Source: an optimization exercise on an open RTL-to-GDS flow (aim: small area, a short achievable clock period and few clock cycles). Production flows keep margins and buffers that such runs may drop. At most, simulation tests tie the RTL to the original design; equivalence was not proved. The RTL of runs 5 and 6 was laid out without a check of its function. Power is estimated from default activity; no workload was simulated.

[design.v]
module pwe_deframer (
    input  wire        clk,
    input  wire        rst,
    input  wire        in_valid,
    output wire        in_ready,
    input  wire [7:0]  in_data,
    input  wire        in_last,
    input  wire        in_close,
    output reg         pl_valid,
    output reg  [7:0]  pl_data,
    output reg         frm_valid,
    output reg  [15:0] frm_version,
    output reg  [15:0] frm_opcode,
    output reg  [31:0] frm_payload_size,
    output reg  [31:0] frm_request_id,
    output reg  [31:0] frm_crc,
    output reg         ev_valid,
    output reg  [7:0]  ev_code,
    output reg  [15:0] ev_opcode,
    output reg  [31:0] ev_request_id,
    output reg  [31:0] ev_detail
);
    localparam [1:0] S_HDR    = 2'd0;   
    localparam [1:0] S_PAY    = 2'd1;   
    localparam [1:0] S_DISC   = 2'd2;   
    localparam [1:0] S_CLOSED = 2'd3;   
    localparam [7:0] EV_FRAME_CRC_MISMATCH = 8'h01;
    localparam [7:0] EV_FRAME_TRUNCATED    = 8'h02;
    reg [1:0]   state;
    reg [3:0]   hdr_cnt;      
    reg [127:0] hdr;          
    reg [31:0]  pay_rem;      
    reg [31:0]  buf_len;      
    reg [31:0]  crc;          
    function [31:0] crc32_byte;
        input [31:0] c;
        input [7:0]  b;
        integer i;
        reg [31:0] r;
        begin
            r = c ^ {24'd0, b};
            for (i = 0; i < 8; i = i + 1)
                r = r[0] ? ((r >> 1) ^ 32'hEDB88320) : (r >> 1);
            crc32_byte = r;
        end
    endfunction
    assign in_ready = 1'b1;
    wire         take      = in_valid & in_ready;
    wire         take_byte = take & ~in_close;
    wire         take_cls  = take & in_close;
    wire [127:0] hdr_next  = {hdr[119:0], in_data};
    wire [7:0]   crc_in    = (state == S_HDR && hdr_cnt >= 4'd12) ? 8'h00 : in_data;
    wire [31:0]  crc_next  = crc32_byte(crc, crc_in);
    wire [31:0]  frame_crc = crc_next ^ 32'hFFFFFFFF;
    wire [127:0] hdr_cur   = (state == S_HDR) ? hdr_next : hdr;
    wire [31:0]  h_psz     = hdr_next[95:64];
    wire last_hdr_byte = (state == S_HDR) && (hdr_cnt == 4'd15);
    wire frame_done    = take_byte &&
                         ((last_hdr_byte && h_psz == 32'd0) ||
                          (state == S_PAY && pay_rem == 32'd1));
    wire crc_ok        = (frame_crc == hdr_cur[31:0]);
    always @(posedge clk) begin
        if (rst) begin
            state     <= S_HDR;
            hdr_cnt   <= 4'd0;
            hdr       <= 128'd0;
            pay_rem   <= 32'd0;
            buf_len   <= 32'd0;
            crc       <= 32'hFFFFFFFF;
            pl_valid  <= 1'b0;
            pl_data   <= 8'd0;
            frm_valid <= 1'b0;
            frm_version      <= 16'd0;
            frm_opcode       <= 16'd0;
            frm_payload_size <= 32'd0;
            frm_request_id   <= 32'd0;
            frm_crc          <= 32'd0;
            ev_valid      <= 1'b0;
            ev_code       <= 8'd0;
            ev_opcode     <= 16'd0;
            ev_request_id <= 32'd0;
            ev_detail     <= 32'd0;
        end else begin
            pl_valid  <= 1'b0;
            frm_valid <= 1'b0;
            ev_valid  <= 1'b0;
            if (take_cls) begin
                if (state != S_CLOSED) begin
                    if (buf_len != 32'd0) begin
                        ev_valid      <= 1'b1;
                        ev_code       <= EV_FRAME_TRUNCATED;
                        ev_opcode     <= 16'd0;
                        ev_request_id <= 32'd0;
                        ev_detail     <= buf_len;
                    end
                    state   <= S_CLOSED;
                    hdr_cnt <= 4'd0;
                    pay_rem <= 32'd0;
                    buf_len <= 32'd0;
                    crc     <= 32'hFFFFFFFF;
                end
            end else if (take_byte) begin
                case (state)
                    S_HDR, S_PAY: begin
                        buf_len <= buf_len + 32'd1;
                        crc     <= crc_next;
                        if (state == S_HDR) begin
                            hdr     <= hdr_next;
                            hdr_cnt <= hdr_cnt + 4'd1;
                            if (last_hdr_byte && h_psz != 32'd0) begin
                                state   <= S_PAY;
                                pay_rem <= h_psz;
                            end
                        end else begin
                            pay_rem  <= pay_rem - 32'd1;
                            pl_valid <= 1'b1;
                            pl_data  <= in_data;
                        end
                        if (frame_done) begin
                            if (crc_ok) begin
                                frm_valid        <= 1'b1;
                                frm_version      <= hdr_cur[127:112];
                                frm_opcode       <= hdr_cur[111:96];
                                frm_payload_size <= hdr_cur[95:64];
                                frm_request_id   <= hdr_cur[63:32];
                                frm_crc          <= hdr_cur[31:0];
                                state   <= S_HDR;
                                buf_len <= 32'd0;
                            end else if (in_last) begin
                                ev_valid      <= 1'b1;
                                ev_code       <= EV_FRAME_CRC_MISMATCH;
                                ev_opcode     <= hdr_cur[111:96];
                                ev_request_id <= hdr_cur[63:32];
                                ev_detail     <= buf_len + 32'd1;
                                state   <= S_HDR;
                                buf_len <= 32'd0;
                            end else begin
                                state   <= S_DISC;
                            end
                            hdr_cnt <= 4'd0;
                            crc     <= 32'hFFFFFFFF;
                        end
                    end
                    S_DISC: begin
                        buf_len <= buf_len + 32'd1;
                        if (in_last) begin
                            ev_valid      <= 1'b1;
                            ev_code       <= EV_FRAME_CRC_MISMATCH;
                            ev_opcode     <= hdr[111:96];
                            ev_request_id <= hdr[63:32];
                            ev_detail     <= buf_len + 32'd1;
                            state   <= S_HDR;
                            buf_len <= 32'd0;
                        end
                    end
                    default: ;  
                endcase
            end
        end
    end
endmodule
[run.sh]
#!/bin/bash
# synth_recipe.tcl (not shown) runs the flow's synth.tcl, then flattens the netlist and writes it again
# the make line also repeats each setting of config.mk as NAME=value (left out here)
make -C /OpenROAD-flow-scripts/flow DESIGN_CONFIG=/design/flow/config.mk WORK_HOME=/design/flow/orfs CLKGATE_MAP_FILE= SYNTH_SCRIPT=/design/flow/synth_recipe.tcl finish
[config.mk]
export PLATFORM = sky130hd
export DESIGN_NAME = pwe_deframer
export DESIGN_NICKNAME = pwe_deframer
export VERILOG_FILES = /design/flow/design.v
export SDC_FILE = /design/flow/constraint.sdc
export NUM_CORES = 4
export LEC_CHECK = 0
export CAP_MARGIN = 20
export CORE_MARGIN = 2
export CORE_UTILIZATION = 40
export PLACE_DENSITY = 0.6
export SLEW_MARGIN = 20
[constraint.sdc]
create_clock -name core_clock -period 5.0 [get_ports {clk}]
set_input_delay 1.0000 -clock core_clock [delete_from_list [all_inputs] [get_ports {clk}]]
set_output_delay 1.0000 -clock core_clock [all_outputs]
set_load 0.01 [all_outputs]
==> results.toml, run 1 <==
[floorplan]
start_util = 0.405
die_h_um = 237
die_w_um = 237
io_pins = 241
rows = 85
fp.coreArea_um2 = 53800
dieArea_um2 = 56400

[pwr]
peakVddDrop_v = 0.000222
pwr_density_cell_nw_per_um2 = 354
p_leak_uw = 0.00931

[synthesis]
synthTopCellsByArea = "dfxtp_1 (41%), nand2_1 (9.8%), a21oi_1 (6.1%)"
synth_seq_area_share = 0.414
yosys.area.top_type = "dfxtp_1"
syn_avg_cell_area_um2 = 8.16
synth_seq_cells = 451
synth_edf_count = 0
async_reset_ff_frac = 0
ys_warn_count = 1
synth_area_um2 = 21800
synth_cells = 2669
synth_top_area_frac = 0.414
synth_top_flop_cell = "dfxtp_1"
ys_types = 81

[sta]
rsz0062_at_grt = "no"
worst_slew_pin_slew_ns = 1.08
tns_ns = 0
fin_crit_ns = 4.52
fin_ws_ns = 0.476
clock_skew_ns = 0.0202
fmaxAchievable_ghz = 0.221
setup_viol = 0
relSlewSlack = 0.279
period_share = 0.905
slew_violations = 0
fin_hold_ws_ns = 0.450
finalHoldViolCount = 0

[placed_design]
place_area_um2 = 25000
io_buffer_count = 233
gp_congestion = 0.904
preCtsSetupSlack_ns = 0.0865
dp_hpwl_um = 50500

[setup_path]
worst-path-buf-inv = 4
path_class = "reg -> reg"
required_ns = 5.51
crit_slowest_cell = "buf_4"
crit_fanout = 63
cp_data_arrival_time_ns = 5.03
critPathLaunchType = "register"
cpMostUsedCell = "buf_4"
cpPeakStageDelay_ns = 0.75
path_cells = "buf_4, or2_4, buf_4, mux2i_1, xnor3_1, and3_1, and4_1, buf_12, a311oi_4, buf_4, or3b_1, o221ai_1"
cpLargestDelayFamily = "buffers and inverters"
worstSetupEndpointType = "register"

[clock_network]
cts_buffers = 50
clk_latency_ns = 0.60
cts_hold_buf = 0
cts_sinks = 451
cts_tree = "built"
clk_pin_slew_ns = 0.06
cts_buffer_depth = 3
postCtsSetupRepairBufs = 0
clockRootBuffer = "clkbuf_16"
cts_resized = 0
htreeDepth = 2

[run]
cap_violations = 0

[grt]
antenna_found_initial = 3
grt_util_met1 = 0.338
grt_most_used_layer = "met2"
overflow = 0
use_met3 = 0.0366
grt_usage = 0.250
globalRouteMet2Util = 0.408
grt_max_degree = 200
grt_pass1_vias = 18800
grt_first_pass_wirelength_um = 112000

[detailed_routing]
routedWlPerCell_um = 20.2
viasPerCell = 5.55
ant_nets = 0
first_pass_iters = 7
vias = 19800
drt-total-wl_um = 72000
drc = 0
drtIter0Drc = 1706

[worst_hold_path]
min-delay-path-class = "reg -> reg"

[finish]
mostFrequentLayoutCell = "nand2_1"
fin_nets = 2855
drive_above_1_share = 0.0738
postLayoutCellArea_um2 = 26700
seqCellArea_um2 = 9030
multi_input_area_um2 = 11800
layout_common_cells = "nand2_1 (569), dfxtp_1 (451), a21oi_1 (265)"
n_fill_cell = 5142
area_growth_pct = 22.5

[status]
outcome = "finished clean"
kinds of logic after synthesis:
family,count (synthesis),synth area share
AO/OA/AOI/OAI,656,0.192
XOR/XNOR,108,0.0621
adder cells (fa/ha/maj),5,0.00287
buffers and inverters,240,0.0469
flip-flops,451,0.414
multiplexers,83,0.0381
other,2,0.000345
AND/OR/NAND/NOR,1124,0.244
final timing paths:
path,startpoint,endpoint,slack [ns],cells past startpoint
setup reg to reg,state[1]$_SDFFE_PP0P_,buf_len[5]$_SDFFE_PP0P_,0.48,12
hold reg to reg,frm_request_id[6]$_SDFFE_PP0P_,frm_request_id[6]$_SDFFE_PP0P_,0.45,2
hold / removal,frm_request_id[6]$_SDFFE_PP0P_,frm_request_id[6]$_SDFFE_PP0P_,0.45,2
setup / recovery,state[1]$_SDFFE_PP0P_,buf_len[5]$_SDFFE_PP0P_,0.48,12
flip-flops by register name, summed over array words and instances (netlist names):
register,flops
ev_opcode,16
frm_valid,1
hdr_cnt,4
crc,32
pl_valid,1
pl_data,8
pay_rem,32
ev_request_id,32
ev_detail,32
frm_crc,32
hdr,128
ev_code,2
state,2
ev_valid,1
frm_opcode,16
buf_len,32
frm_request_id,32
frm_payload_size,32
frm_version,16
layer usage:
layer  up-vias  part of all wire
li1       9720                 -
met1      9433              0.45
met2       552              0.47
met3       119             0.050
met4         4             0.033
met5         -           0.00038
synthesized netlist by cell type, types with 15 or more instances:
cell        n
nand2_1   571
dfxtp_1   451
a21oi_1   265
clkbuf_1  173
nor2_1    130
mux2i_1    83
or3_1      78
a211oi_1   77
or2_0      63
o21ai_0    56
xnor2_1    50
nor3_1     45
o211ai_1   42
nand3_1    40
nand4_1    40
nor4_1     37
xnor3_1    29
xor2_1     28
a31oi_1    26
buf_2      26
a211o_1    25
a22oi_1    23
o221ai_1   23
a21o_1     21
and2_1     21
o22ai_1    19
and3_1     18
a21boi_0   15
inv_1      15
stage by stage:
step,total power (uW),utilization,std cells
after CTS,9490,0.496,3569
final,9440,0.496,3570
after floorplan,5150,-,2674
after global placement,5720,0.465,3481
after global routing,9810,0.496,3569
after detailed placement,5720,0.465,3481
worst reg2reg max path: stages (launching register included):
cell,delay [ns]
dfxtp_1,0.32
buf_4,0.22
or2_4,0.35
buf_4,0.75
mux2i_1,0.67
xnor3_1,0.47
and3_1,0.18
and4_1,0.24
buf_12,0.16
a311oi_4,0.44
buf_4,0.22
or3b_1,0.34
o221ai_1,0.07
power breakdown:
group	internal [uW]	total, uW	switching, uW	leakage, uW
clock	2240	3760	1520	0.000802
sequential	3700	3820	118	0.00365
combinational	764	1860	1100	0.00486
total	6700	9440	2740	0.00931
area by class of cell:
type | count | share of cell area
multi-input combinational | 1983 | 0.443
sequential | 451 | 0.338
timing repair buffer | 334 | 0.122
clock buffer | 75 | 0.0554
tap | 696 | 0.0326
clock inverter | 13 | 0.00647
inverter | 17 | 0.00239
antenna | 1 | 0.0000938
Testbench counts, summed over its fixed seeds: cycles 173,067.
==> inputs of run 2 (changes only) <==
==> design.v (replaced) <==
module pwe_deframer (
    input  wire        clk,
    input  wire        rst,
    input  wire        in_valid,
    output wire        in_ready,
    input  wire [7:0]  in_data,
    input  wire        in_last,
    input  wire        in_close,
    output reg         pl_valid,
    output wire [7:0]  pl_data,
    output reg         frm_valid,
    output wire [15:0] frm_version,
    output wire [15:0] frm_opcode,
    output wire [31:0] frm_payload_size,
    output wire [31:0] frm_request_id,
    output wire [31:0] frm_crc,
    output reg         ev_valid,
    output wire [7:0]  ev_code,
    output wire [15:0] ev_opcode,
    output wire [31:0] ev_request_id,
    output wire [31:0] ev_detail
);
    localparam [1:0] S_HDR    = 2'd0;   
    localparam [1:0] S_PAY    = 2'd1;   
    localparam [1:0] S_DISC   = 2'd2;   
    localparam [1:0] S_CLOSED = 2'd3;   
    function [31:0] crc32_byte;
        input [31:0] c;
        input [7:0]  b;
        integer i;
        reg [31:0] r;
        begin
            r = c ^ {24'd0, b};
            for (i = 0; i < 8; i = i + 1)
                r = r[0] ? ((r >> 1) ^ 32'hEDB88320) : (r >> 1);
            crc32_byte = r;
        end
    endfunction
    assign in_ready = 1'b1;
    reg        r_vb;      
    reg        r_vc;      
    reg        r_last;
    reg  [7:0] r_d;
    always @(posedge clk) begin
        r_vb   <= in_valid & ~in_close & ~rst;
        r_vc   <= in_valid &  in_close & ~rst;
        r_last <= in_last;
        r_d    <= in_data;
    end
    assign pl_data = r_d;
    reg [1:0]   state;
    reg         fresh;     
    reg         nl;        
    reg [31:0]  cnt;       
    reg [127:0] hdr;       
    reg [31:0]  crc;
    wire st_hdr = (state == S_HDR);
    wire st_pay = (state == S_PAY);
    wire st_dis = (state == S_DISC);
    wire closed = (state == S_CLOSED);
    wire [31:0] cnt_inc  = fresh ? 32'd1 : cnt + 32'd1;
    wire        hdr_last = st_hdr & ~fresh & (cnt[3:0] == 4'd15);
    wire        hdr_zero = st_hdr & ~fresh & cnt[3] & cnt[2];   
    wire [31:0] psz_pre  = hdr[87:56];                   
    wire [31:0] psz      = hdr[95:64];
    wire [127:0] hdr_sh  = {hdr[119:0], r_d};
    wire [7:0]  crc_in   = hdr_zero ? 8'h00 : r_d;
    wire [31:0] crc_nx   = crc32_byte(crc, crc_in);
    wire [31:0] fld_crc  = st_hdr ? hdr_sh[31:0] : hdr[31:0];
    wire        crc_ok   = ((crc_nx ^ 32'hFFFFFFFF) == fld_crc);
    wire        pre_zero = (psz_pre == 32'd0);
    wire        fdone    = (hdr_last & pre_zero) | (st_pay & nl);
    wire        nx_pay   = r_vc ? 1'b0 :
                           r_vb ? ((st_pay & ~nl) | (hdr_last & ~pre_zero)) : st_pay;
    always @(posedge clk) begin
        pl_valid <= in_valid & ~in_close & ~rst & nx_pay;
        if (rst) begin
            state     <= S_HDR;
            fresh     <= 1'b1;
            crc       <= 32'hFFFFFFFF;
            frm_valid <= 1'b0;
            ev_valid  <= 1'b0;
        end else begin
            frm_valid <= 1'b0;
            ev_valid  <= 1'b0;
            if (r_vc) begin
                if (!closed) begin
                    ev_valid <= ~fresh;
                    state    <= S_CLOSED;
                end
            end else if (r_vb && !closed) begin
                cnt   <= cnt_inc;
                fresh <= 1'b0;
                if (st_hdr)
                    hdr <= hdr_sh;
                if (!st_dis)
                    crc <= fdone ? 32'hFFFFFFFF : crc_nx;
                if (st_pay)
                    nl <= (cnt_inc == psz + 32'd15);
                else
                    nl <= (psz_pre == 32'd1);
                if (hdr_last & ~pre_zero)
                    state <= S_PAY;
                if (fdone) begin
                    if (crc_ok) begin
                        frm_valid <= 1'b1;
                        state     <= S_HDR;
                        fresh     <= 1'b1;
                    end else if (r_last) begin
                        ev_valid  <= 1'b1;
                        state     <= S_HDR;
                        fresh     <= 1'b1;
                    end else begin
                        state     <= S_DISC;
                    end
                end
                if (st_dis && r_last) begin
                    ev_valid <= 1'b1;
                    state    <= S_HDR;
                    fresh    <= 1'b1;
                end
            end
        end
    end
    assign frm_version      = hdr[127:112];
    assign frm_opcode       = hdr[111:96];
    assign frm_payload_size = hdr[95:64];
    assign frm_request_id   = hdr[63:32];
    assign frm_crc          = hdr[31:0];
    assign ev_code       = {6'd0, closed, ~closed};
    assign ev_opcode     = hdr[111:96];
    assign ev_request_id = hdr[63:32];
    assign ev_detail     = cnt;
endmodule
--- a/config.mk
+++ b/config.mk
@@ -11,2 +11,3 @@
 export PLACE_DENSITY = 0.6
+export SETUP_SLACK_MARGIN = 2.5
 export SLEW_MARGIN = 20
==> results.toml, run 2 <==
[floorplan]
die_h_um = 178
die_w_um = 178
fp.coreArea_um2 = 29700
dieArea_um2 = 31700
start_util = 0.407
io_pins = 241
rows = 63

[synthesis]
yosysMostFrequentCell = "edfxtp_1"
synth_seq_area_share = 0.481
synth_top_flop_cell = "edfxtp_1"
yosys.area.top_type = "edfxtp_1"
synth_commonest_cells = "edfxtp_1 (161), xnor2_1 (136), nor2_1 (69)"
syn_avg_cell_area_um2 = 11.7
synth_cells = 1032
async_reset_ff_frac = 0
synth_edf_count = 161
ys_types = 80
synth_area_um2 = 12100
synth_seq_cells = 210
synth_top_area_frac = 0.399
synthTopCellsByArea = "edfxtp_1 (40%), xnor2_1 (9.8%), dfxtp_1 (8.1%)"
ys_warn_count = 1

[sta]
finalHoldViolCount = 0
worst_slew_pin_slew_ns = 0.721
fmaxAchievable_ghz = 0.339
period_share = 0.590
slew_violations = 0
fin_crit_ns = 2.95
setup_viol = 0
relSlewSlack = 0.519
clock_skew_ns = 0.0239
rsz0062_at_grt = "yes"
tns_ns = 0
fin_hold_ws_ns = 0.441

[finish]
n_fill_cell = 2569
antennaDiodeCount = 0
drive_above_1_share = 0.249
largest_register_ffs = 128
area_growth_pct = 42.2
regMostFlops = "hdr"
layout.cells.non_filler = 1775
mostFrequentLayoutCell = "edfxtp_1"
fin_nets = 1382
layout_common_cells = "edfxtp_1 (161), buf_4 (150), xnor2_1 (125)"
reg_top3 = "hdr (128), cnt (32), crc (32)"

[pwr]
pwr_density_cell_nw_per_um2 = 284
p_leak_uw = 0.00700
peakVddDrop_v = 0.000222

[grt]
grt_max_degree = 129
grt_first_pass_wirelength_um = 58500
grt_util_met1 = 0.292
grt_pass1_vias = 9366
grt_most_used_layer = "met2"
use_met3 = 0.0443
antenna_found_initial = 0
grt_usage = 0.247
overflow = 0
globalRouteMet2Util = 0.439

[clock_network]
cts_hold_buf = 0
cts_tree = "built"
cts_buffer_depth = 3
clockRootBuffer = "clkbuf_16"
htreeDepth = 1
clk_pin_slew_ns = 0.06
clk_latency_ns = 0.53
cts_sinks = 210
cts_buffers = 25

[setup_path]
path_cells = "and3_1, nand3_4, or3_1, a21oi_2, xor2_1, mux2_2, mux2i_1, nand4_1, o31ai_4"
cpPeakStageDelay_ns = 0.49
required_ns = 5.34
cpLargestDelayFamily = "simple AND/OR/NAND/NOR gates"
critPathLaunchType = "register"
cp_data_arrival_time_ns = 3.28
crit_slowest_cell = "edfxtp_1"
path_class = "reg -> reg"
worst-path-buf-inv = 0
crit_fanout = 6
worstSetupEndpointType = "register"

[detailed_routing]
first_pass_iters = 7
vias = 9474
drtIter0Drc = 798
drt-total-wl_um = 40100
ant_nets = 0
viasPerCell = 5.34
routedWlPerCell_um = 22.6
drc = 0

[placed_design]
dp_hpwl_um = 26400
gp_congestion = 0.920
io_buffer_count = 233
dp.cells = 1569

[run]
cap_violations = 0

[status]
outcome = "finished clean"

[worst_hold_path]
min-delay-path-class = "reg -> reg"
[run 2: changes by cell type after synthesis, moves of 74 or more]
cell / change
clkbuf_1: -154
xnor2_1: +86
nand2_1: -531
edfxtp_1: +161
a211oi_1: -74
dfxtp_1: -402
a21oi_1: -243
[run 2: cells by family (layout without fill, tap and decap cells)]
family                     Yosys count  count (layout)  synth area share
other                                2               7          0.000621
and+or+nand+nor                    302             306             0.136
buffers and inverters              120             464            0.0589
AOI/OAI and AO/OA                  125             125            0.0723
adders and majority gates            2               2           0.00207
DFF                                210             210             0.481
muxes                               29              29            0.0245
xor gates and xnor gates           242             242             0.225
[run 2: repair_timing]
| action | in CTS | in global routing |
|---|---|---|
| resized for setup | 193 | 87 |
| gates cloned | 3 | 3 |
| pin swaps | 27 | 13 |
| buffers inserted | 140 | 15 |
| setup endpoints to repair | 165 | 64 |
[run 2: final timing paths]
| kind | from | endpoint | slack [ns] | cells after the start |
|---|---|---|---|---|
| worst max-delay path | cnt[1]$_DFFE_PP_ | nl$_DFFE_PP_ | 2.05 | 9 |
| worst min-delay path | hdr[112]$_DFFE_PP_ | hdr[120]$_DFFE_PP_ | 0.44 | 0 |
| worst max register to register | cnt[1]$_DFFE_PP_ | nl$_DFFE_PP_ | 2.05 | 9 |
| worst min register to register | hdr[112]$_DFFE_PP_ | hdr[120]$_DFFE_PP_ | 0.44 | 0 |
[run 2: routing by layer]
metal	up-vias	part of all wire
li1	4347	-
met1	4656	0.39
met2	375	0.50
met3	96	0.059
met4	0	0.048
met5	-	0
[run 2: per-stage QoR]
stage               setup slack (ns)  area [um^2]  utilization  power [uW]
floorplan                      0.405        12300            -        2730
global placement                1.37        14500        0.489        3020
detailed placement              1.37        14500        0.489        3010
CTS                             2.04        16700        0.563        4860
global route                    1.93        17200        0.579        5050
finish                          2.05        17200        0.579        4880
[run 2: power breakdown]
group / switching, uW / total (uW) / internal [uW] / leakage (uW)
sequential: 51.6 / 1960 / 1910 / 0.00187
combinational: 608 / 1170 / 560 / 0.00474
clock: 730 / 1750 / 1020 / 0.000389
[run 2: layout make-up]
| cell class | instances | area [um^2] | area share |
|---|---|---|---|
| inverters | 15 | 56.3 | 0.00327 |
| well taps | 390 | 488 | 0.0283 |
| clock buffers | 29 | 641 | 0.0372 |
| multi-input cells | 711 | 6290 | 0.365 |
| flip-flops and latches | 210 | 5870 | 0.341 |
| clock inverters | 16 | 143 | 0.00829 |
| repair buffers | 404 | 3730 | 0.217 |
Testbench counts of run 2, summed over its fixed seeds: cycles 173,075.
==> inputs of run 3 (changes only) <==
--- a/config.mk
+++ b/config.mk
@@ -11,3 +11,2 @@
 export PLACE_DENSITY = 0.6
-export SETUP_SLACK_MARGIN = 2.5
 export SLEW_MARGIN = 20
==> results.toml, run 3 <==
[grt]
grt_pass1_vias = 8526
grt_max_degree = 76
overflow = 0
grt_first_pass_wirelength_um = 53300
grt_usage = 0.226
antenna_found_initial = 0

[placed_design]
gp_congestion = 0.972
io_buffer_count = 233
dp_hpwl_um = 27300

[floorplan]
io_pins = 241
die_w_um = 178
fp.coreArea_um2 = 29700
start_util = 0.407
die_h_um = 178
rows = 63
dieArea_um2 = 31700

[sta]
worst_slew_pin_slew_ns = 0.929
rsz0062_at_grt = "no"
fin_crit_ns = 3.73
relSlewSlack = 0.381
clock_skew_ns = 0.0221
fmaxAchievable_ghz = 0.268
setup_viol = 0
tns_ns = 0
finalHoldViolCount = 0
period_share = 0.746
slew_violations = 0

[synthesis]
synth_edf_count = 161
synth_seq_cells = 210
synth_seq_area_share = 0.481
ys_warn_count = 1
ys_types = 80
synth_top_flop_cell = "edfxtp_1"
synth_top_area_frac = 0.399
synth_cells = 1032
synthTopCellsByArea = "edfxtp_1 (40%), xnor2_1 (9.8%), dfxtp_1 (8.1%)"
yosys.area.top_type = "edfxtp_1"
synth_area_um2 = 12100
async_reset_ff_frac = 0
syn_avg_cell_area_um2 = 11.7
yosysMostFrequentCell = "edfxtp_1"
synth_commonest_cells = "edfxtp_1 (161), xnor2_1 (136), nor2_1 (69)"

[detailed_routing]
vias = 8650
viasPerCell = 5.37
drc = 0
drtIter0Drc = 686
routedWlPerCell_um = 22.4
ant_nets = 0
first_pass_iters = 5
drt-total-wl_um = 36100

[pwr]
pwr_density_cell_nw_per_um2 = 309
peakVddDrop_v = 0.000248
p_leak_uw = 0.00547

[setup_path]
rr_startpoint = "state[1]$_SDFFE_PP0P_"
required_ns = 5.41
cpMostUsedCell = "nor4_1"
cpPeakStageDelay_ns = 0.71
path_cells = "nor2_1, buf_4, a21boi_1, xnor3_1, nor4_1, o211ai_1, nor4_1, nand4_1, nor4_1"
r2r_slack_ns = 1.27
critPathLaunchType = "register"
worstSetupEndpointType = "register"
crit_fanout = 14
cpLargestDelayFamily = "simple AND/OR/NAND/NOR gates"
cp_data_arrival_time_ns = 4.14
worstRegToRegCells = 9
worst-path-buf-inv = 1
crit_slowest_cell = "nor2_1"
path_class = "reg -> reg"
rr_endpoint = "frm_valid$_SDFF_PP0_"

[finish]
final_util = 0.511
drive_above_1_share = 0.0736
reg_top3 = "hdr (128), cnt (32), crc (32)"
area_growth_pct = 25.4
layout_common_cells = "clkdlybuf4s50_1 (233), edfxtp_1 (161), xnor2_1 (136)"
antennaDiodeCount = 0
regMostFlops = "hdr"
fin_nets = 1220
mostFrequentLayoutCell = "clkdlybuf4s50_1"
largest_register_ffs = 128

[worst_hold_path]
min-delay-start = "hdr[113]$_DFFE_PP_"
min-delay-path-class = "reg -> reg"
worstHoldPathCells = 0
hold_end = "hdr[121]$_DFFE_PP_"

[clock_network]
cts_resized = 0
clk_latency_ns = 0.53
clockRootBuffer = "clkbuf_16"
htreeDepth = 1
cts_hold_buf = 0
cts_buffers = 23
cts_buffer_depth = 3
cts_tree = "built"
postCtsSetupRepairBufs = 0
clk_pin_slew_ns = 0.06
cts_sinks = 210

[status]
outcome = "finished clean"

[run]
cap_violations = 0
[run 3: cell counts after synthesis]
Identical to the previous run, type by type.
[run 3: cells by family (layout without fill, tap and decap cells)]
family	after synthesis	count (layout)	synth area share
AOI/OAI and AO/OA	125	125	0.0723
xor gates and xnor gates	242	242	0.225
adders and majority gates	2	2	0.00207
buffers and inverters	120	305	0.0589
DFF	210	210	0.481
muxes	29	29	0.0245
other	2	7	0.000621
and+or+nand+nor	302	302	0.136
[run 3: worst register-to-register path: stages, from the launching register on]
cell and delay [ns]:
dfxtp_1 0.46, nor2_1 0.71, buf_4 0.36, a21boi_1 0.18
xnor3_1 0.41, nor4_1 0.32, o211ai_1 0.14, nor4_1 0.40
nand4_1 0.35, nor4_1 0.30
[run 3: metrics by stage]
step                instances  area, um^2  setup slack, ns  power [uW]  hold WS (ns)
finish                   1612       15200             1.27        4690         0.446
global route             1612       15200             1.13        4870         0.461
CTS                      1612       15200             1.44        4730         0.448
detailed placement       1570       14400             1.51        3000         0.435
global placement         1570       14400             1.53        3010         0.431
floorplan                1037       12100            0.265        2730         0.456
[run 3: area by class of cell]
type	instances	area [um^2]
Clock buffer	27	591
Clock inverter	15	166
Fill cell	2658	14500
Inverter	15	56.3
Multi-Input combinational cell	707	5620
Sequential cell	210	5820
Tap cell	390	488
Timing Repair Buffer	248	2440
[run 3: worst max-delay path by stage]
stage          slack [ns]                    to  cells after the start             startpoint
3_3_place_gp         1.53   ev_valid$_SDFF_PP0_                     11     fresh$_SDFFE_PP1P_
5_1_grt              1.13  frm_valid$_SDFF_PP0_                     10     fresh$_SDFFE_PP1P_
2_1_floorplan        0.26      hdr[0]$_DFFE_PP_                      2                    rst
4_1_cts              1.44  frm_valid$_SDFF_PP0_                     10     fresh$_SDFFE_PP1P_
3_5_place_dp         1.51   ev_valid$_SDFF_PP0_                     11     fresh$_SDFFE_PP1P_
6_report             1.27  frm_valid$_SDFF_PP0_                      9  state[1]$_SDFFE_PP0P_
[run 3: report_power, final]
| part | leakage (uW) | internal [uW] | switching (uW) | total [uW] |
|---|---|---|---|---|
| clock | 0.000359 | 1010 | 710 | 1710 |
| combinational | 0.00325 | 480 | 522 | 1000 |
| sequential | 0.00187 | 1910 | 65.8 | 1980 |
[run 3: per-layer routing]
| metal | track usage | routed length (um) | vias up |
|---|---|---|---|
| met3 | 0.0383 | 2300 | 70 |
| met1 | 0.278 | 14200 | 4258 |
| met2 | 0.396 | 18000 | 306 |
| li1 | - | - | 4016 |
| met4 | 0.0874 | 1480 | 0 |
| met5 | 0 | 0 | - |
==> inputs of run 4 (changes only) <==
--- a/config.mk
+++ b/config.mk
@@ -7,2 +7,3 @@
 export LEC_CHECK = 0
+export ABC_CLOCK_PERIOD_IN_PS = 2000
 export CAP_MARGIN = 20
@@ -11,2 +12,3 @@
 export PLACE_DENSITY = 0.6
+export SETUP_SLACK_MARGIN = 3.0
 export SLEW_MARGIN = 20
==> results.toml, run 4 <==
[placed_design]
gp_congestion = 0.936
preCtsSetupSlack_ns = 1.24
dp_hpwl_um = 26900
dp.cells = 1568
io_buffer_count = 233

[clock_network]
htreeDepth = 1
cts_buffer_depth = 3
cts_sinks = 210
cts_tree = "built"
clockRootBuffer = "clkbuf_16"
cts_buffers = 24
clk_latency_ns = 0.55
clk_pin_slew_ns = 0.06

[finish]
area_growth_pct = 61.6
drive_above_1_share = 0.522
layout_common_cells = "buf_6 (233), buf_4 (220), edfxtp_1 (161)"
n_fill_cell = 2198
mostFrequentLayoutCell = "buf_6"
layout.cells.non_filler = 1975
seqCellArea_um2 = 5890
multi_input_area_um2 = 6850
regMostFlops = "hdr"
largest_register_ffs = 128
reg_top3 = "hdr (128), cnt (32), crc (32)"
antennaDiodeCount = 0
fin_nets = 1582

[detailed_routing]
drc = 0
routedWlPerCell_um = 23.0
ant_nets = 0
drt-total-wl_um = 45400
first_pass_iters = 5
vias = 10600
viasPerCell = 5.35
drtIter0Drc = 742

[floorplan]
die_h_um = 178
die_w_um = 178
fp.coreArea_um2 = 29700
io_pins = 241
start_util = 0.407
rows = 63
dieArea_um2 = 31700

[synthesis]
synth_area_um2 = 12100
syn_avg_cell_area_um2 = 11.7
synth_seq_area_share = 0.481
synth_top_flop_cell = "edfxtp_1"
yosys.area.top_type = "edfxtp_1"
synth_edf_count = 161
synth_top_area_frac = 0.399
synth_seq_cells = 210
synth_cells = 1032
synth_commonest_cells = "edfxtp_1 (161), xnor2_1 (136), nor2_1 (69)"
ys_types = 80
yosysMostFrequentCell = "edfxtp_1"
synthTopCellsByArea = "edfxtp_1 (40%), xnor2_1 (9.8%), dfxtp_1 (8.1%)"
async_reset_ff_frac = 0
ys_warn_count = 1

[sta]
clock_skew_ns = 0.0242
slew_violations = 0
relSlewSlack = 0.516
rsz0062_at_grt = "yes"
setup_viol = 0
fmaxAchievable_ghz = 0.337
period_share = 0.594
worst_slew_pin_slew_ns = 0.725
tns_ns = 0
finalHoldViolCount = 0
fin_ws_ns = 2.03
fin_crit_ns = 2.97

[setup_path]
path_class = "reg -> reg"
cp_data_arrival_time_ns = 3.34
required_ns = 5.37
critPathLaunchType = "register"
worstRegToRegCells = 11
worstSetupEndpointType = "register"
crit_fanout = 5

[grt]
antenna_found_initial = 0
overflow = 0
grt_pass1_vias = 10500
grt_usage = 0.273
grt_max_degree = 37
grt_first_pass_wirelength_um = 64600

[worst_hold_path]
worstHoldPathCells = 0
min-delay-path-class = "reg -> reg"

[pwr]
pwr_density_cell_nw_per_um2 = 263
peakVddDrop_v = 0.000277
p_leak_uw = 0.00803
power.total_uw = 5140

[status]
outcome = "finished clean"

[run]
cap_violations = 0
run 4: changes by cell type in the layout (fill, tap and decap cells not counted), sizes merged, moves of 2 or more:
| cell | previous run | this run |
|---|---|---|
| buf | 15 | 580 |
| clkdlybuf4s50 | 233 | 11 |
| clkbuf | 27 | 41 |
| bufbuf | 0 | 3 |
| and3b | 1 | 3 |
| clkinv | 7 | 9 |
| clkinvlp | 4 | 2 |
run 4: stage by stage:
step / hold slack, ns / utilization / instance area, um^2
floorplan: 0.456 / - / 12300
global placement: 0.432 / 0.490 / 14600
detailed placement: 0.432 / 0.490 / 14600
CTS: 0.441 / 0.614 / 18200
global route: 0.450 / 0.658 / 19600
finish: 0.440 / 0.658 / 19600
run 4: logic make-up after synthesis:
| kind of cell | after synthesis | synth area share |
|---|---|---|
| other | 2 | 0.000621 |
| adders and majority gates | 2 | 0.00207 |
| DFF | 210 | 0.481 |
| buffers and inverters | 120 | 0.0589 |
| and+or+nand+nor | 302 | 0.136 |
| muxes | 29 | 0.0245 |
| AOI/OAI and AO/OA | 125 | 0.0723 |
| xor gates and xnor gates | 242 | 0.225 |
run 4: path summary, 6_finish.rpt:
check | from | endpoint | slack, ns
worst max register to register | hdr[65]$_DFFE_PP_ | nl$_DFFE_PP_ | 2.03
worst min register to register | hdr[119]$_DFFE_PP_ | hdr[127]$_DFFE_PP_ | 0.44
worst min-delay path | hdr[119]$_DFFE_PP_ | hdr[127]$_DFFE_PP_ | 0.44
worst max-delay path | hdr[65]$_DFFE_PP_ | nl$_DFFE_PP_ | 2.03
run 4: report_power, final:
| group | internal (uW) | switching (uW) |
|---|---|---|
| sequential | 1910 | 61.2 |
| clock | 1030 | 753 |
| combinational | 679 | 705 |
run 4: area by class of cell:
type | instances | area share
Clock inverter | 13 | 0.00710
Inverter | 15 | 0.00288
Timing Repair Buffer | 605 | 0.280
Sequential cell | 210 | 0.301
Multi-Input combinational cell | 711 | 0.350
Tap cell | 390 | 0.0250
Clock buffer | 31 | 0.0336
run 4: routing by layer:
| metal | wire length [um] | track usage | up-vias |
|---|---|---|---|
| met5 | 0 | 0 | - |
| li1 | - | - | 4772 |
| met2 | 23200 | 0.494 | 430 |
| met3 | 2510 | 0.0345 | 125 |
| met4 | 2200 | 0.118 | 0 |
| met1 | 17500 | 0.325 | 5243 |
run 4: worst max-delay path, stage by stage, from the launching register on:
cell and delay (ns):
edfxtp_1 0.48, inv_2 0.07, ha_4 0.16, nor3b_4 0.17, nor4_4 0.33, nand4_1 0.20, xnor2_2 0.20, xor2_1 0.15
and4b_1 0.25, nand4_1 0.08, or4_4 0.44, o31ai_4 0.24
run 4: what timing repair did:
action,CTS,global route
endpoints found under the setup margin,440,382
endpoints found under the hold margin,0,0
gates cloned,8,4
hold buffers,0,0
setup buffers,299,52
resized for setup,1159,215
pin swaps,55,90
==> inputs of run 5 (changes only) <==
==> design.v (replaced) <==
module pwe_deframer (
    input  wire        clk,
    input  wire        rst,
    input  wire        in_valid,
    output wire        in_ready,
    input  wire [7:0]  in_data,
    input  wire        in_last,
    input  wire        in_close,
    output reg         pl_valid,
    output wire [7:0]  pl_data,
    output reg         frm_valid,
    output wire [15:0] frm_version,
    output wire [15:0] frm_opcode,
    output wire [31:0] frm_payload_size,
    output wire [31:0] frm_request_id,
    output wire [31:0] frm_crc,
    output reg         ev_valid,
    output wire [7:0]  ev_code,
    output wire [15:0] ev_opcode,
    output wire [31:0] ev_request_id,
    output wire [31:0] ev_detail
);
    function [31:0] crc32_byte;
        input [31:0] c;
        input [7:0]  b;
        integer i;
        reg [31:0] r;
        begin
            r = c ^ {24'd0, b};
            for (i = 0; i < 8; i = i + 1)
                r = r[0] ? ((r >> 1) ^ 32'hEDB88320) : (r >> 1);
            crc32_byte = r;
        end
    endfunction
    assign in_ready = 1'b1;
    reg        r_vb;      
    reg        r_vc;      
    reg        r_last;
    reg  [7:0] r_d;
    always @(posedge clk) begin
        r_vb   <= in_valid & ~in_close & ~rst;
        r_vc   <= in_valid &  in_close & ~rst;
        r_last <= in_last;
        r_d    <= in_data;
    end
    assign pl_data = r_d;
    reg         st_pay;    
    reg         st_dis;    
    reg         closed;    
    reg         fresh;     
    reg         zmask;     
    reg         h15;       
    reg         lastn;     
    reg [31:0]  cnt;       
    reg [127:0] hdr;       
    reg [31:0]  crc;
    wire        st_hdr   = ~st_pay & ~st_dis & ~closed;
    wire        act      = r_vb & ~closed;             
    wire [31:0] cnt_inc  = (fresh ? 32'd0 : cnt) + 32'd1;
    wire [127:0] hdr_sh  = {hdr[119:0], r_d};
    wire [31:0] psz_14   = hdr[79:48];     
    wire [31:0] psz_15   = hdr[87:56];     
    wire [31:0] psz      = hdr[95:64];
    wire [7:0]  crc_in   = zmask ? 8'h00 : r_d;
    wire [31:0] crc_nx   = crc32_byte(crc, crc_in);
    wire [31:0] fld_crc  = st_hdr ? hdr_sh[31:0] : hdr[31:0];
    wire        crc_ok   = ((crc_nx ^ 32'hFFFFFFFF) == fld_crc);
    wire        fdone    = lastn & ~st_dis;            
    wire        hdr_end  = st_hdr & h15;               
    wire        fin      = fdone & (crc_ok | r_last);  
    wire        dis_end  = st_dis & r_last;
    wire        nx_pay   = r_vc ? 1'b0 :
                           r_vb ? ((st_pay & ~lastn) | (hdr_end & ~lastn)) : st_pay;
    always @(posedge clk) begin
        pl_valid <= in_valid & ~in_close & ~rst & nx_pay;
        if (rst) begin
            st_pay    <= 1'b0;
            st_dis    <= 1'b0;
            closed    <= 1'b0;
            fresh     <= 1'b1;
            zmask     <= 1'b0;
            h15       <= 1'b0;
            lastn     <= 1'b0;
            crc       <= 32'hFFFFFFFF;
            frm_valid <= 1'b0;
            ev_valid  <= 1'b0;
        end else begin
            frm_valid <= act & fdone & crc_ok;
            ev_valid  <= (act & ((fdone & ~crc_ok & r_last) | dis_end)) |
                         (r_vc & ~closed & ~fresh);
            if (r_vc) begin
                closed <= 1'b1;
                st_pay <= 1'b0;
                st_dis <= 1'b0;
            end
            if (act) begin
                fresh  <= fin | dis_end;
                zmask  <= st_hdr & ~fdone & (cnt_inc[3:2] == 2'b11);
                h15    <= st_hdr & ~fdone & (cnt_inc[3:0] == 4'd15);
                if (st_hdr & ~h15)
                    lastn <= (cnt_inc[3:0] == 4'd15) & (psz_14 == 32'd0);
                else if (st_hdr)
                    lastn <= (psz_15 == 32'd1);
                else
                    lastn <= ~fdone & (cnt == psz + 32'd14);
                if (!st_dis)
                    crc <= fdone ? 32'hFFFFFFFF : crc_nx;
                st_pay <= (st_pay | hdr_end) & ~fdone;
                st_dis <= (st_dis & ~r_last) | (fdone & ~crc_ok & ~r_last);
            end
        end
    end
    always @(posedge clk) begin
        if (act)
            cnt <= cnt_inc;
        if (act & st_hdr)
            hdr <= hdr_sh;
    end
    assign frm_version      = hdr[127:112];
    assign frm_opcode       = hdr[111:96];
    assign frm_payload_size = hdr[95:64];
    assign frm_request_id   = hdr[63:32];
    assign frm_crc          = hdr[31:0];
    assign ev_code       = {6'd0, closed, ~closed};
    assign ev_opcode     = hdr[111:96];
    assign ev_request_id = hdr[63:32];
    assign ev_detail     = cnt;
endmodule
--- a/config.mk
+++ b/config.mk
@@ -7,3 +7,2 @@
 export LEC_CHECK = 0
-export ABC_CLOCK_PERIOD_IN_PS = 2000
 export CAP_MARGIN = 20
@@ -12,3 +11,3 @@
 export PLACE_DENSITY = 0.6
-export SETUP_SLACK_MARGIN = 3.0
+export SETUP_SLACK_MARGIN = 2.2
 export SLEW_MARGIN = 20
==> results.toml, run 5 <==
[floorplan]
dieArea_um2 = 29700
die_w_um = 172
fp.coreArea_um2 = 27900
die_h_um = 172
io_pins = 241
start_util = 0.407
rows = 61

[synthesis]
synth_cells = 981
synthTopCellsByArea = "edfxtp_1 (42%), dfxtp_1 (9.3%), xnor2_1 (8.8%)"
synth_top_flop_cell = "edfxtp_1"
yosysMostFrequentCell = "edfxtp_1"
synth_top_area_frac = 0.423
synth_edf_count = 160
synth_area_um2 = 11300
syn_avg_cell_area_um2 = 11.6
synth_commonest_cells = "edfxtp_1 (160), xnor2_1 (114), nor2_1 (75)"
synth_seq_cells = 213
yosys.area.top_type = "edfxtp_1"
ys_warn_count = 1
ys_types = 69
synth_seq_area_share = 0.517
async_reset_ff_frac = 0

[setup_path]
required_ns = 5.47
crit_fanout = 10
cpPeakStageDelay_ns = 0.56
crit_slowest_cell = "xor3_2"
path_cells = "buf_6, nor2b_1, xnor2_2, xor3_2, xnor2_2, nand4_1, or3_4, nor4_4, a21o_1"
cpLargestDelayFamily = "XOR/XNOR gates"
critPathLaunchType = "register"
path_class = "reg -> reg"
cp_data_arrival_time_ns = 3.24
worst-path-buf-inv = 1
r2r_slack_ns = 2.24
worstSetupEndpointType = "register"
cpMostUsedCell = "xnor2_2"

[placed_design]
gp_congestion = 0.896
dp_hpwl_um = 23800
preCtsSetupSlack_ns = 1.50
io_buffer_count = 233
place_area_um2 = 13700

[detailed_routing]
ant_nets = 0
drt-total-wl_um = 33800
drc = 0
drtIter0Drc = 652
viasPerCell = 5.24
vias = 8451
routedWlPerCell_um = 21.0
first_pass_iters = 5

[grt]
grt_max_degree = 106
overflow = 0
grt_usage = 0.222
grt_pass1_vias = 8056
antenna_found_initial = 0
grt_first_pass_wirelength_um = 49700

[sta]
worst_slew_pin_slew_ns = 0.949
finalHoldViolCount = 0
fin_crit_ns = 2.76
fin_ws_ns = 2.24
rsz0062_at_grt = "yes"
relSlewSlack = 0.367
setup_viol = 0
fmaxAchievable_ghz = 0.362
clock_skew_ns = 0.0108
slew_violations = 0
period_share = 0.552
tns_ns = 0

[clock_network]
cts_tree = "built"
cts_sinks = 213
clockRootBuffer = "clkbuf_16"
clk_pin_slew_ns = 0.06
clk_latency_ns = 0.53
htreeDepth = 1
cts_buffer_depth = 3
cts_buffers = 25

[finish]
regMostFlops = "hdr"
seqCellArea_um2 = 5920
multi_input_area_um2 = 5280
antennaDiodeCount = 0
largest_register_ffs = 128
area_growth_pct = 35.6
drive_above_1_share = 0.170
layout_common_cells = "clkdlybuf4s50_1 (233), edfxtp_1 (160), xnor2_1 (99)"
fin_nets = 1233
postLayoutCellArea_um2 = 15400
mostFrequentLayoutCell = "clkdlybuf4s50_1"
n_fill_cell = 2422
reg_top3 = "hdr (128), cnt (32), crc (32)"

[pwr]
p_leak_uw = 0.00545
peakVddDrop_v = 0.000241
power.total_uw = 4900
pwr_density_cell_nw_per_um2 = 318

[status]
outcome = "finished clean"

[run]
cap_violations = 0

[worst_hold_path]
min-delay-path-class = "reg -> reg"
[run 5: kinds of logic after synthesis]
logic type      share of synthesized area
compound gates                     0.0520
xor+xnor                            0.183
fa+ha+maj                         0.00331
buf+inv                            0.0581
flops                               0.517
mux                                0.0323
other cells                      0.000662
simple gates                        0.153
[run 5: layer usage]
| layer | GRT usage | part of all wire | vias to the layer above |
|---|---|---|---|
| met5 | 0 | 0 | - |
| met4 | 0.0661 | 0.028 | 0 |
| met3 | 0.0343 | 0.068 | 62 |
| met2 | 0.348 | 0.45 | 374 |
| met1 | 0.319 | 0.45 | 4122 |
| li1 | - | - | 3893 |
[run 5: path summary, 6_finish.rpt]
kind	start	end	cells past startpoint
max reg2reg	zmask$_SDFFE_PP0P_	fresh$_SDFFE_PP1P_	9
min reg2reg	hdr[114]$_DFFE_PP_	hdr[122]$_DFFE_PP_	0
max	zmask$_SDFFE_PP0P_	fresh$_SDFFE_PP1P_	9
min	hdr[114]$_DFFE_PP_	hdr[122]$_DFFE_PP_	0
[run 5: per-stage QoR]
step	instances	hold slack [ns]	utilization
finish	1614	0.449	0.553
global route	1614	0.462	0.553
CTS	1581	0.451	0.533
detailed placement	1510	0.437	0.491
global placement	1510	0.429	0.491
floorplan	986	0.453	-
[run 5: where the power goes]
| part | internal (uW) | leakage (uW) | total [uW] | switching (uW) |
|---|---|---|---|---|
| sequential | 1950 | 0.00191 | 2040 | 85.6 |
| combinational | 564 | 0.00315 | 1120 | 553 |
| clock | 1040 | 0.000384 | 1740 | 709 |
[run 5: cell type report]
| cell class | count | area share |
|---|---|---|
| sequential | 213 | 0.385 |
| clock buffer | 38 | 0.0464 |
| tap | 378 | 0.0307 |
| timing repair buffer | 298 | 0.187 |
| clock inverter | 8 | 0.00480 |
| multi-input combinational | 665 | 0.343 |
| inverter | 14 | 0.00341 |
[run 5: repair_timing]
| action | in CTS | in global routing |
|---|---|---|
| hold endpoints to repair | 0 | 0 |
| cloned | 1 | 0 |
| resized for setup | 50 | 51 |
| pin swaps | 7 | 25 |
| hold buffers | 0 | 0 |
| buffers inserted | 24 | 33 |
| endpoints found under the setup margin | 15 | 11 |
==> inputs of run 6 (changes only) <==
--- a/config.mk
+++ b/config.mk
@@ -11,3 +11,3 @@
 export PLACE_DENSITY = 0.6
-export SETUP_SLACK_MARGIN = 2.2
+export SETUP_SLACK_MARGIN = 2.6
 export SLEW_MARGIN = 20
==> results.toml, run 6 <==
[pwr]
swShare = 0.277
power_frac_seq = 0.401
pwr-share-comb = 0.245
p_leak_uw = 0.00662
peakVddDrop_v = 0.000267
pwr_density_cell_nw_per_um2 = 305
switching_power_uw = 1400
p_int_uw = 3640
p_clk_frac = 0.354

[grt]
overflow = 0
antenna_found_initial = 0
grt_first_pass_wirelength_um = 52100
grt_usage = 0.234
grt_pass1_vias = 8469
grt_max_degree = 129

[synthesis]
syn_avg_cell_area_um2 = 11.6
yosysMostFrequentCell = "edfxtp_1"
synth_edf_count = 160
synth_area_um2 = 11300
synth_fa_ha_area_frac = 0.00331
yosys.area.top_type = "edfxtp_1"
synthTopCellsByArea = "edfxtp_1 (42%), dfxtp_1 (9.3%), xnor2_1 (8.8%)"
synth_top_flop_cell = "edfxtp_1"
async_reset_ff_frac = 0
synth_compound_area_frac = 0.0520
synthSimpleGateAreaFrac = 0.153
synth_seq_cells = 213
synth_seq_area_share = 0.517
synth_commonest_cells = "edfxtp_1 (160), xnor2_1 (114), nor2_1 (75)"
synth_top_area_frac = 0.423
synth_cells = 981
synth_mux_area_frac = 0.0323
ys_warn_count = 1
synth-xor-area-share = 0.183
ys_types = 69
synth_top_family_by_area = "XOR/XNOR gates"

[floorplan]
dieArea_um2 = 29700
start_util = 0.407
die_w_um = 172
io_pins = 241
die_h_um = 172
rows = 61
fp.coreArea_um2 = 27900

[sta]
clock_skew_ns = 0.0151
fmaxAchievable_ghz = 0.338
slew_violations = 0
fin_crit_ns = 2.96
relSlewSlack = 0.402
period_share = 0.591
fin_hold_ws_ns = 0.442
worst_slew_pin_slew_ns = 0.897
finalHoldViolCount = 0
fin_ws_ns = 2.04
tns_ns = 0
rsz0062_at_grt = "yes"
setup_viol = 0

[finish]
layout.cells.non_filler = 1757
postLayoutCellArea_um2 = 16500
layout_common_cells = "dlygate4sd2_1 (210), buf_4 (194), edfxtp_1 (160)"
fin_nets = 1377
antennaDiodeCount = 0
regMostFlops = "hdr"
drive_above_1_share = 0.282
n_fill_cell = 2323
reg_top3 = "hdr (128), cnt (32), crc (32)"
largest_register_ffs = 128
area_growth_pct = 45.6
mostFrequentLayoutCell = "dlygate4sd2_1"

[setup_path]
path_class = "reg -> reg"
critPathLaunch = "r_d[3]$_DFF_P_"
worstRegToRegCells = 9
critPathLaunchType = "register"
worstSetupEndpointType = "register"
cp_data_arrival_time_ns = 3.42
crit_fanout = 6
rr_startpoint = "r_d[3]$_DFF_P_"
crit_end = "fresh$_SDFFE_PP1P_"
r2r_slack_ns = 2.04
required_ns = 5.46
rr_endpoint = "fresh$_SDFFE_PP1P_"

[run]
cap_violations = 0

[detailed_routing]
viasPerCell = 5.16
drc = 0
ant_nets = 0
routedWlPerCell_um = 20.6
vias = 9064
first_pass_iters = 5
drtIter0Drc = 600
drt-total-wl_um = 36200

[clock_network]
clockRootBuffer = "clkbuf_16"
cts_buffers = 24
cts_sinks = 213
cts_hold_buf = 0
clk_latency_ns = 0.53
clk_pin_slew_ns = 0.06
cts_buffer_depth = 3
cts_tree = "built"
htreeDepth = 1

[placed_design]
io_buffer_count = 233
place_area_um2 = 13800
dp_hpwl_um = 23200
gp_congestion = 0.892
dp.cells = 1508
preCtsSetupSlack_ns = 1.55

[status]
outcome = "finished clean"

[worst_hold_path]
worstHoldPathCells = 0
min-delay-path-class = "reg -> reg"
[run 6: cell types whose count changed in the layout (fill, tap and decap cells not counted), sizes merged, moves of 3 or more]
cell | previous run | this run
clkdlybuf4s50 | 233 | 13
dlygate4sd2 | 0 | 210
buf | 65 | 209
clkbuf | 38 | 30
dlymetal6s2s | 0 | 8
clkinv | 5 | 8
[run 6: cell type report]
cell class / count / area [um^2] / share of cell area
repair buffers: 442 / 3750 / 0.227
well taps: 378 / 473 / 0.0286
clock inverters: 14 / 161 / 0.00977
multi-input cells: 666 / 5510 / 0.334
flip-flops and latches: 213 / 5930 / 0.359
inverters: 14 / 55.1 / 0.00333
clock buffers: 30 / 633 / 0.0383
[run 6: timing repair]
item / 4_1_cts / 5_1_grt
setup endpoints to repair: 231 / 26
pin swaps: 28 / 36
cloned: 2 / 0
resized for setup: 289 / 56
buffers inserted: 149 / 54
[run 6: routing by layer]
| metal | GRT usage | vias to the layer above | share of wire |
|---|---|---|---|
| met4 | 0.0705 | 0 | 0.028 |
| met2 | 0.413 | 366 | 0.50 |
| met3 | 0.0387 | 61 | 0.062 |
| li1 | - | 4193 | - |
| met5 | 0 | - | 0 |
| met1 | 0.295 | 4444 | 0.41 |
[run 6: through the flow]
step,power [uW],util
finish,5030,0.593
global route,5220,0.593
CTS,4960,0.571
detailed placement,3020,0.496
global placement,3020,0.496
floorplan,2750,-
[run 6: how the worst min path moves through the flow]
| stage | startpoint | endpoint | slack [ns] |
|---|---|---|---|
| CTS | hdr[118]$_DFFE_PP_ | hdr[126]$_DFFE_PP_ | 0.44 |
| global placement | hdr[119]$_DFFE_PP_ | hdr[127]$_DFFE_PP_ | 0.43 |
| finish | hdr[118]$_DFFE_PP_ | hdr[126]$_DFFE_PP_ | 0.44 |
| detailed placement | hdr[118]$_DFFE_PP_ | hdr[126]$_DFFE_PP_ | 0.43 |
| global route | hdr[118]$_DFFE_PP_ | hdr[126]$_DFFE_PP_ | 0.47 |
| floorplan | crc[13]$_SDFFE_PP1P_ | crc[13]$_SDFFE_PP1P_ | 0.45 |
[run 6: logic make-up (layout without fill, tap and decap cells)]
family	Yosys count	after routing
buffers and inverters	109	500
other	2	7
AO/OA/AOI/OAI	95	95
flip-flops	213	213
XOR/XNOR	199	199
AND/OR/NAND/NOR	324	326
adder cells (fa/ha/maj)	3	3
multiplexers	36	36
[run 6: power groups by stage]
| stage | clock, uW | combinational (uW) | sequential [uW] |
|---|---|---|---|
| 6_report | 1780 | 1230 | 2020 |
| 4_1_cts | 1810 | 1130 | 2020 |
| 2_1_floorplan | 0 | 690 | 2060 |
| 5_1_grt | 1890 | 1310 | 2020 |
| 3_3_place_gp | 0 | 932 | 2090 |
| 3_5_place_dp | 0 | 934 | 2090 |
[run 6: critical path, cell delays in order (launching register included)]
cell     delay (ns)
dfxtp_4        0.38
xnor2_2        0.16
nor2_4         0.18
xor2_4         0.24
xnor3_2        0.50
xor2_1         0.21
a32oi_2        0.16
or4_4          0.47
nor4_4         0.42
a21o_1         0.17
==> inputs of run 7 (changes only) <==
--- a/design.v
+++ b/design.v
@@ -34,2 +34,37 @@
     endfunction
+    function [7:0] crc_m;
+        input [7:0] x;
+        reg [63:0] col;
+        integer j;
+        begin
+            col = 64'h95_ea_75_9a_4d_86_c3_41;    
+            crc_m = 8'd0;
+            for (j = 0; j < 8; j = j + 1)
+                if (x[j]) crc_m = crc_m ^ col[8*j +: 8];
+        end
+    endfunction
+    function [23:0] crc_l;
+        input [7:0] x;
+        reg [191:0] col;
+        integer j;
+        begin
+            col = {24'h6567cb, 24'hdf0b66, 24'h6f85b3, 24'hda7a5a,
+                   24'h6d3d2d, 24'hdb2615, 24'h6d930a, 24'hdb7106};   
+            crc_l = 24'd0;
+            for (j = 0; j < 8; j = j + 1)
+                if (x[j]) crc_l = crc_l ^ col[24*j +: 24];
+        end
+    endfunction
+    function eq_sum;
+        input [31:0] a;
+        input [31:0] b;
+        input [31:0] k;
+        reg   [31:0] s;
+        reg   [31:0] c;
+        begin
+            s = a ^ b ^ k;
+            c = (a & b) | ((a | b) & ~k);
+            eq_sum = (s == {c[30:0], 1'b0});
+        end
+    endfunction
     assign in_ready = 1'b1;
@@ -51,3 +86,2 @@
     reg         zmask;     
-    reg         h15;       
     reg         lastn;     
@@ -58,6 +92,4 @@
     wire        act      = r_vb & ~closed;             
-    wire [31:0] cnt_inc  = (fresh ? 32'd0 : cnt) + 32'd1;
-    wire [127:0] hdr_sh  = {hdr[119:0], r_d};
-    wire [31:0] psz_14   = hdr[79:48];     
-    wire [31:0] psz_15   = hdr[87:56];     
+    wire [3:0]  idx      = fresh ? 4'd0 : cnt[3:0];    
+    wire        hdr_end  = st_hdr & ~fresh & (cnt[3:0] == 4'd15);
     wire [31:0] psz      = hdr[95:64];
@@ -65,10 +97,12 @@
     wire [31:0] crc_nx   = crc32_byte(crc, crc_in);
-    wire [31:0] fld_crc  = st_hdr ? hdr_sh[31:0] : hdr[31:0];
-    wire        crc_ok   = ((crc_nx ^ 32'hFFFFFFFF) == fld_crc);
+    wire [7:0]  f_hi     = ~hdr[31:24];
+    wire [23:0] f_lo     = ~{hdr[23:8], (st_hdr ? r_d : hdr[7:0])};
+    wire        crc_ok   = ((crc[7:0] ^ crc_in) == crc_m(f_hi)) &
+                           (crc[31:8] == (f_lo ^ crc_l(f_hi)));
     wire        fdone    = lastn & ~st_dis;            
-    wire        hdr_end  = st_hdr & h15;               
     wire        fin      = fdone & (crc_ok | r_last);  
     wire        dis_end  = st_dis & r_last;
+    wire        near_end = eq_sum(cnt, ~psz, 32'd13);
     wire        nx_pay   = r_vc ? 1'b0 :
-                           r_vb ? ((st_pay & ~lastn) | (hdr_end & ~lastn)) : st_pay;
+                           r_vb ? ((st_pay | hdr_end) & ~lastn) : st_pay;
     always @(posedge clk) begin
@@ -81,3 +115,2 @@
             zmask     <= 1'b0;
-            h15       <= 1'b0;
             lastn     <= 1'b0;
@@ -97,10 +130,5 @@
                 fresh  <= fin | dis_end;
-                zmask  <= st_hdr & ~fdone & (cnt_inc[3:2] == 2'b11);
-                h15    <= st_hdr & ~fdone & (cnt_inc[3:0] == 4'd15);
-                if (st_hdr & ~h15)
-                    lastn <= (cnt_inc[3:0] == 4'd15) & (psz_14 == 32'd0);
-                else if (st_hdr)
-                    lastn <= (psz_15 == 32'd1);
-                else
-                    lastn <= ~fdone & (cnt == psz + 32'd14);
+                zmask  <= st_hdr & ~fdone & ~fresh & (cnt[3:0] >= 4'd11) & (cnt[3:0] != 4'd15);
+                lastn  <= ~fdone & near_end &
+                          (st_pay | (st_hdr & ~fresh & (cnt[3:1] == 3'b111)));
                 if (!st_dis)
@@ -112,7 +140,8 @@
     end
+    integer k;
     always @(posedge clk) begin
-        if (act)
-            cnt <= cnt_inc;
-        if (act & st_hdr)
-            hdr <= hdr_sh;
+        cnt <= (fresh ? 32'd0 : cnt) + {31'd0, act};
+        for (k = 0; k < 16; k = k + 1)
+            if (act && st_hdr && idx == k)
+                hdr[127-8*k -: 8] <= r_d;
     end
--- a/config.mk
+++ b/config.mk
@@ -11,3 +11,3 @@
 export PLACE_DENSITY = 0.6
-export SETUP_SLACK_MARGIN = 2.6
+export SETUP_SLACK_MARGIN = 2.5
 export SLEW_MARGIN = 20
==> results.toml, run 7 <==
[status]
outcome = "finished clean"

[setup_path]
crit_slowest_cell = "edfxtp_1"
cpLargestDelayFamily = "simple AND/OR/NAND/NOR gates"
cp_data_arrival_time_ns = 2.91
r2r_slack_ns = 2.50
worstSetupEndpointType = "register"
required_ns = 5.41
cp.depth = 9
cpMostUsedCell = "buf_4"
worst-path-buf-inv = 2
critPathLaunchType = "register"
path_class = "reg -> reg"
cpPeakStageDelay_ns = 0.42
path_cells = "buf_4, buf_4, xor2_1, xnor2_1, and4bb_2, o22ai_2, nor4_4, a31oi_1, o21ba_1"
crit_fanout = 4
worstRegToRegCells = 9

[detailed_routing]
drtIter0Drc = 619
drc = 0
ant_nets = 0
vias = 7364
routedWlPerCell_um = 21.6
viasPerCell = 5.07
first_pass_iters = 5
drt-total-wl_um = 31400

[run]
cap_violations = 0

[floorplan]
fp.coreArea_um2 = 25300
io_pins = 241
die_h_um = 165
dieArea_um2 = 27300
start_util = 0.410
rows = 58
die_w_um = 165

[pwr]
pwr-share-comb = 0.117
p_clk_frac = 0.403
p_int_uw = 3000
switching_power_uw = 987
peakVddDrop_v = 0.000205
p_leak_uw = 0.00562
power_frac_seq = 0.480
pwr_density_cell_nw_per_um2 = 283
swShare = 0.247

[synthesis]
synth_commonest_cells = "edfxtp_1 (128), xnor2_1 (127), dfxtp_1 (84)"
synth_seq_area_share = 0.532
synth-xor-area-share = 0.189
synthSimpleGateAreaFrac = 0.117
syn_avg_cell_area_um2 = 11.9
synth_cells = 872
synth_fa_ha_area_frac = 0.0397
synth_top_family_by_area = "XOR/XNOR gates"
synth_top_area_frac = 0.370
async_reset_ff_frac = 0
ys_warn_count = 1
synth_mux_area_frac = 0.00963
synth_seq_cells = 212
synth_edf_count = 128
synth_area_um2 = 10400
ys_types = 56
yosys.area.top_type = "edfxtp_1"
synthTopCellsByArea = "edfxtp_1 (37%), dfxtp_1 (16%), xnor2_1 (11%)"
synth_compound_area_frac = 0.0461
synth_top_flop_cell = "edfxtp_1"
yosysMostFrequentCell = "edfxtp_1"

[finish]
drive_above_1_share = 0.142
fin_nets = 1153
area_growth_pct = 35.8
largest_register_ffs = 128
final_util = 0.557
mostFrequentLayoutCell = "edfxtp_1"
layout_common_cells = "edfxtp_1 (128), clkdlybuf4s50_1 (123), xnor2_1 (122)"
n_fill_cell = 2207
regMostFlops = "hdr"
reg_top3 = "hdr (128), cnt (32), crc (32)"
antennaDiodeCount = 0

[worst_hold_path]
min-delay-path-class = "reg -> reg"
worstHoldPathCells = 0

[clock_network]
cts_tree = "built"
clk_pin_slew_ns = 0.06
clockRootBuffer = "clkbuf_16"
htreeDepth = 1
clk_latency_ns = 0.53
cts_buffer_depth = 3
cts_buffers = 24
cts_sinks = 212

[grt]
grt_usage = 0.226
grt_first_pass_wirelength_um = 45300
overflow = 0
grt_max_degree = 39
antenna_found_initial = 2
grt_pass1_vias = 7201

[sta]
relSlewSlack = 0.347
worst_slew_pin_slew_ns = 0.978
rsz0062_at_grt = "yes"
fin_crit_ns = 2.50
setup_viol = 0
clock_skew_ns = 0.0212
fmaxAchievable_ghz = 0.400
period_share = 0.500
tns_ns = 0
finalHoldViolCount = 0
slew_violations = 0

[placed_design]
dp_hpwl_um = 22400
gp_congestion = 0.844
io_buffer_count = 233
run 7: logic make-up after synthesis:
family | Yosys count
buf+inv | 122
simple gates | 223
other cells | 2
compound gates | 70
flops | 212
xor+xnor | 200
mux | 10
fa+ha+maj | 33
run 7: metrics by stage:
stage / std cells / hold slack [ns] / worst slack [ns] / instance area, um^2 / total power [uW]
2_1_floorplan: 877 / 0.456 / 2.56 / 10400 / 2270
3_3_place_gp: 1364 / 0.495 / 2.00 / 12700 / 2390
3_5_place_dp: 1364 / 0.506 / 2.01 / 12700 / 2390
4_1_cts: 1445 / 0.511 / 2.24 / 13800 / 4000
5_1_grt: 1453 / 0.524 / 2.40 / 14100 / 4130
6_report: 1453 / 0.511 / 2.50 / 14100 / 3990
run 7: worst paths after layout:
kind	start	end
worst max register to register	hdr[29]$_DFFE_PP_	ev_valid$_SDFF_PP0_
worst max-delay path	hdr[29]$_DFFE_PP_	ev_valid$_SDFF_PP0_
worst min register to register	r_d[1]$_DFF_P_	hdr[25]$_DFFE_PP_
worst min-delay path	r_d[1]$_DFF_P_	hdr[25]$_DFFE_PP_
run 7: power by group through the flow:
stage,registers [uW],clock network (uW),logic [uW]
floorplan,1950,0,322
global placement,1960,0,430
detailed placement,1960,0,429
CTS,1920,1630,453
global route,1920,1710,501
finish,1920,1610,466
run 7: what timing repair did:
action / CTS / global route
hold buffers: 0 / 0
resized for setup: 119 / 73
pin swaps: 7 / 5
setup buffers: 39 / 8
setup endpoints to repair: 237 / 153
cloned: 0 / 0
run 7: cell type report:
| cell class | count | area, um^2 | area share |
|---|---|---|---|
| clock buffers | 36 | 656 | 0.0464 |
| clock inverters | 6 | 52.6 | 0.00372 |
| repair buffers | 289 | 2870 | 0.204 |
| flip-flops and latches | 212 | 5570 | 0.395 |
| inverters | 37 | 141 | 0.0100 |
| well taps | 330 | 413 | 0.0293 |
| multi-input cells | 543 | 4410 | 0.312 |
run 7: per-layer routing:
metal / global-route usage / wire (um) / vias up
met1: 0.310 / 13800 / 3633
met5: 0 / 0 / -
met4: 0.0577 / 707 / 0
li1: - / - / 3413
met2: 0.376 / 15000 / 278
met3: 0.0325 / 1920 / 40
Testbench counts of run 7, summed over its fixed seeds: cycles 173,075.

[separate check: timing with driven ports]
The results above use ideal ports. As a check the final layouts listed here were re-extracted and re-timed, cells and wires unchanged.
Step 1 (the two cells are an assumption about what drives the block):
set clk [get_ports {clk}]
set_driving_cell -lib_cell sky130_fd_sc_hd__clkbuf_16 $clk
set_driving_cell -lib_cell sky130_fd_sc_hd__buf_2 [delete_from_list [all_inputs] $clk]
Step 2 moves the port delays by t, midway between the first and last clock arrival at a register: inputs arrive t later, outputs are due t later. That takes back most of the time a late clock gives input paths.
a / b / c = ideal / step 1 / step 2; a / b = the first two.
run | shift t [ns] | setup slack, ns | hold WS [ns] | clock arrival spread, ns
run 1 | 0.645 | 0.476 / 0.476 / -0.015 | 0.450 / 0.450 / 0.450 | 0.021 / 0.020
run 2 | 0.570 | 2.052 / 2.052 / 2.052 | 0.441 / 0.441 / 0.441 | 0.025 / 0.024
run 3 | 0.571 | 1.268 / 1.268 / 1.268 | 0.446 / 0.446 / 0.446 | 0.024 / 0.024
run 4 | 0.592 | 2.029 / 2.029 / 2.029 | 0.440 / 0.440 / 0.440 | 0.024 / 0.024
run 5 | 0.569 | 2.238 / 2.238 / 2.153 | 0.449 / 0.449 / 0.449 | 0.012 / 0.012
run 6 | 0.573 | 2.044 / 2.044 / 2.044 | 0.442 / 0.442 / 0.442 | 0.015 / 0.015
run 7 | 0.569 | 2.502 / 2.477 / 2.463 | 0.511 / 0.511 / 0.511 | 0.021 / 0.022
With both steps, setup timing fails in run 1, where it was met with ideal ports. The setup slack of run 1, which loses most, moves by 0.000 ns with the drivers and by -0.491 ns with both steps.
